Source: an optimization exercise on an open RTL-to-GDS flow (aim: small area, a short achievable clock period and few clock cycles). Production flows keep margins and buffers that such runs may drop.

## job 4182
==> flow/design.v <==
module nasa_scale_enc (
    input  wire        clk,
    input  wire        rst,
    input  wire        start,
    input  wire [31:0] q_num,       
    input  wire [15:0] q_den,       
    input  wire [15:0] a_num,       
    input  wire [15:0] a_den,       
    input  wire [1:0]  width,       
    input  wire        is_signed,
    output wire        ready,
    output reg         done,
    output wire [31:0] bytes_out,
    output reg         range_err
);
    reg         s_idle, s_mul, s_chk, s_align, s_div, s_ovf, s_fin;
    reg         mul1;        
    reg         first;       
    reg  [5:0]  cnt;
    reg         neg;         
    reg  [1:0]  w_r;
    reg         s_r;
    reg         ovf_hi;      
    reg  [65:0] x;
    reg  [31:0] qx;          
    reg  [31:0] pd;          
    wire w8  = (w_r == 2'd0);
    wire w16 = (w_r == 2'd1);
    wire [15:0] mr_or = x[31:16] | pd[15:0];
    reg  [3:0]  top;
    integer i;
    always @* begin
        top = 4'd0;
        for (i = 0; i < 16; i = i + 1)
            if (mr_or[i]) top = i[3:0];
    end
    wire        bn    = x[16];
    wire        sub   = first || s_chk || !x[65];
    wire [33:0] add_a = x[65:32] & {34{!s_fin}};
    wire [33:0] add_b = s_mul ? {2'd0, qx & {32{bn}}} :
                        s_fin ? {2'd0, x[32:1]} :
                                {{2{sub}}, pd ^ {32{sub}}};
    wire        rnd   = (x[0] ^ neg) && ((|x[64:33]) || (x[1] ^ neg));
    wire        add_c = s_mul ? (bn & neg) : s_fin ? (rnd ^ neg) : sub;
    wire [33:0] sum   = add_a + add_b + {33'd0, add_c};
    wire        q_bit = !sum[33];
    wire        bd    = pd[0];
    wire [16:0] sum_d = {1'b0, pd[31:16]} + (bd ? {1'b0, x[15:0]} : 17'd0);
    wire [31:0] qs    = x[32:1];
    wire hi7  = qs[7],  hi15 = qs[15], hi31 = qs[31];
    wire lo7z = ~|qs[6:0],  lo15z = ~|qs[14:0],  lo31z = ~|qs[30:0];
    wire lo7o = &qs[6:0],   lo15o = &qs[14:0],   lo31o = &qs[30:0];
    wire hiK  = neg ^ (w8 ? hi7  : w16 ? hi15  : hi31);
    wire sz   = w8 ? lo7z : w16 ? lo15z : lo31z;
    wire so   = w8 ? lo7o : w16 ? lo15o : lo31o;
    wire loKz = neg ? so : sz;                           
    wire loKo = neg ? sz : so;                           
    wire mag0 = !hiK && loKz && !rnd;                    
    wire in_range = s_r ? (neg ? (!hiK || (loKz && !rnd))              
                               : (!hiK && !(loKo && rnd)))             
                        : (neg ? mag0
                               : !(hiK && loKo && rnd));               
    assign ready = s_idle;
    assign bytes_out = x[31:0];
    wire [31:0] wmask = {{16{!w8 && !w16}}, {8{!w8}}, 8'hff};
    wire       mul_last = mul1 ? ~|mr_or[15:1] : (cnt == 6'd0);
    wire [3:0] top_m1   = top - 4'd1;
    wire       ovf0     = first && (ovf_hi || q_bit);    
    wire [5:0] n_div    = w8 ? 6'd9 : 6'd17;
    always @(posedge clk) begin
        if (s_idle) begin
            x   <= {34'd0, a_den, q_den};
            pd  <= {16'd0, a_num};
            qx  <= q_num ^ {32{q_num[31]}};
            neg <= q_num[31];
            w_r <= width;
            s_r <= is_signed;
        end
        if (s_mul) begin
            pd       <= {sum_d, pd[15:1]};
            x[65:16] <= {2'd0, sum[32:0], x[31:17]};
            if (mul_last) x[15:0] <= {1'b0, {15{neg}}};
            cnt      <= mul_last ? n_div : mul1 ? {2'd0, top_m1} : cnt - 6'd1;
            ovf_hi   <= 1'b0;
        end
        if (s_align) begin
            x      <= w8 ? {x[57:0], 8'd0} : {16'd0, x[65:16]};
            ovf_hi <= w8 && (|x[63:57]);
            if (!w8) cnt <= 6'd33;
        end
        if (s_div) begin
            x         <= {sum[32:0], x[31:0], q_bit ^ neg};
            cnt       <= cnt - 6'd1;
            range_err <= 1'b1;
        end
        if (s_ovf) begin
            x[31:0]   <= 32'd0;
        end
        if (s_fin) begin
            x[31:0]   <= sum[31:0] & wmask & {32{in_range}};
            range_err <= !in_range;
        end
    end
    always @(posedge clk) begin
        if (rst) begin
            s_idle  <= 1'b1;
            s_mul   <= 1'b0;
            s_chk   <= 1'b0;
            s_align <= 1'b0;
            s_div   <= 1'b0;
            s_ovf   <= 1'b0;
            s_fin   <= 1'b0;
            done    <= 1'b0;
            first   <= 1'b0;
            mul1    <= 1'b0;
        end else begin
            done <= 1'b0;
            mul1 <= 1'b0;
            if (s_idle && start) begin
                s_idle <= 1'b0;
                s_mul  <= 1'b1;
                mul1   <= 1'b1;
            end
            if (s_mul && mul_last) begin
                s_mul   <= 1'b0;
                s_align <= w8;
                s_chk   <= w_r[1];
                s_div   <= w16;
                first   <= 1'b1;
            end
            if (s_chk) begin
                s_chk   <= 1'b0;
                s_align <= q_bit;        
                s_div   <= !q_bit;
            end
            if (s_align) begin
                s_align <= 1'b0;
                s_div   <= 1'b1;
            end
            if (s_div) begin
                first <= 1'b0;
                if (ovf0) begin
                    s_div  <= 1'b0;
                    s_ovf  <= 1'b1;
                end else if (cnt == 6'd0) begin
                    s_div <= 1'b0;
                    s_fin <= 1'b1;
                end
            end
            if (s_ovf) begin
                s_ovf  <= 1'b0;
                s_idle <= 1'b1;
                done   <= 1'b1;
            end
            if (s_fin) begin
                s_fin  <= 1'b0;
                s_idle <= 1'b1;
                done   <= 1'b1;
            end
        end
    end
endmodule
clock: 12.0 ns
lec_check: 0
cap_margin: 20
core_margin: 2
core_utilization: 40
slew_margin: 20
standard.sh (not shown) runs the stock make flow with config.mk's settings and CLKGATE_MAP_FILE= SYNTH_SCRIPT=/design/flow/synth_recipe.tcl, a recipe that flattens the netlist after the stock synthesis.
==> flow/flow/run.sh <==
#!/bin/bash
bash standard.sh SETUP_SLACK_MARGIN=8 finish > standard.log 2>&1
Modified inputs, job 6002 compared to job 4182
-- flow/design.v --
<<< job 4182, line 14
    output reg         range_err
);
    reg         s_idle, s_mul, s_chk, s_align, s_div, s_ovf, s_fin;
    reg         mul1;        
    reg         first;       
>>> job 6002, line 14
    output reg         range_err
);
    reg         s_idle, s_mul, s_align, s_div, s_ovf, s_fin;
    reg         mul1;        
    reg         first;       
<<< job 4182, line 36
    end
    wire        bn    = x[16];
    wire        sub   = first || s_chk || !x[65];
    wire [33:0] add_a = x[65:32] & {34{!s_fin}};
    wire [33:0] add_b = s_mul ? {2'd0, qx & {32{bn}}} :
>>> job 6002, line 36
    end
    wire        bn    = x[16];
    wire        sub   = first || !x[65];
    wire [33:0] add_a = x[65:32] & {34{!s_fin}};
    wire [33:0] add_b = s_mul ? {2'd0, qx & {32{bn}}} :
<<< job 4182, line 67
    wire [3:0] top_m1   = top - 4'd1;
    wire       ovf0     = first && (ovf_hi || q_bit);    
    wire [5:0] n_div    = w8 ? 6'd9 : 6'd17;
    always @(posedge clk) begin
        if (s_idle) begin
>>> job 6002, line 67
    wire [3:0] top_m1   = top - 4'd1;
    wire       ovf0     = first && (ovf_hi || q_bit);    
    wire [5:0] n_div    = w8 ? 6'd9 : w16 ? 6'd17 : 6'd33;
    always @(posedge clk) begin
        if (s_idle) begin
<<< job 4182, line 80
            pd       <= {sum_d, pd[15:1]};
            x[65:16] <= {2'd0, sum[32:0], x[31:17]};
            if (mul_last) x[15:0] <= {1'b0, {15{neg}}};
            cnt      <= mul_last ? n_div : mul1 ? {2'd0, top_m1} : cnt - 6'd1;
            ovf_hi   <= 1'b0;
>>> job 6002, line 80
            pd       <= {sum_d, pd[15:1]};
            x[65:16] <= {2'd0, sum[32:0], x[31:17]};
            if (mul_last) x[15:0] <= 16'd0;
            cnt      <= mul_last ? n_div : mul1 ? {2'd0, top_m1} : cnt - 6'd1;
            ovf_hi   <= 1'b0;
<<< job 4182, line 87
            x      <= w8 ? {x[57:0], 8'd0} : {16'd0, x[65:16]};
            ovf_hi <= w8 && (|x[63:57]);
            if (!w8) cnt <= 6'd33;
        end
        if (s_div) begin
            x         <= {sum[32:0], x[31:0], q_bit ^ neg};
            cnt       <= cnt - 6'd1;
            range_err <= 1'b1;
>>> job 6002, line 87
            x      <= w8 ? {x[57:0], 8'd0} : {16'd0, x[65:16]};
            ovf_hi <= w8 && (|x[63:57]);
        end
        if (s_div) begin
            x         <= {sum[32:0], x[31:0], (q_bit ^ neg) && !first};
            cnt       <= cnt - 6'd1;
            range_err <= 1'b1;
<<< job 4182, line 106
            s_idle  <= 1'b1;
            s_mul   <= 1'b0;
            s_chk   <= 1'b0;
            s_align <= 1'b0;
            s_div   <= 1'b0;
>>> job 6002, line 105
            s_idle  <= 1'b1;
            s_mul   <= 1'b0;
            s_align <= 1'b0;
            s_div   <= 1'b0;
<<< job 4182, line 124
            if (s_mul && mul_last) begin
                s_mul   <= 1'b0;
                s_align <= w8;
                s_chk   <= w_r[1];
                s_div   <= w16;
                first   <= 1'b1;
            end
            if (s_chk) begin
                s_chk   <= 1'b0;
                s_align <= q_bit;        
                s_div   <= !q_bit;
            end
            if (s_align) begin
>>> job 6002, line 122
            if (s_mul && mul_last) begin
                s_mul   <= 1'b0;
                s_align <= !w16;
                s_div   <= w16;
                first   <= 1'b1;
            end
            if (s_align) begin
Results
Diff job 4182 -> job 6002 | count of instances resized after the clock tree is built | down by more than 10%
As of job 6002, number of buffers inserted by post-CTS setup repair had fallen by more than a quarter compared to job 4182.
Going from job 4182 to job 6002, maximum frequency now larger, register clock-pin slew on the reported worst setup and hold paths barely changed.
Met1 layer usage reported by global route | job 6002 below job 4182
Job 6002: routed wire length is about 1% lower than what job 4182 reported.
No functional check of the RTL was part of any run of this note.

[port drivers added, routing unchanged]
How much do the figures lean on ideal ports? The routed layouts below were timed once more, with nothing changed but the port constraints.
Step 1 assumes that a clkbuf_16 drives the clock port and a buf_2 every other input.
Step 2, shift: input delay + t, output delay - t, t = (earliest + latest rising clock arrival at the registers) / 2. This alone moves slack from input paths to output paths.
a / b / c = ideal / step 1 / step 2; a / b = the first two.
run | t, ns | slack for setup (ns) | worst setup path after step 2 | clock arrival spread, ns
job 4182 | 0.484 | 7.677 / 7.677 / 7.677 | register to register | 0.011 / 0.011
job 6002 | 0.482 | 7.775 / 7.775 / 7.775 | register to register | 0.018 / 0.019
After both steps setup and hold are still met in every run listed.
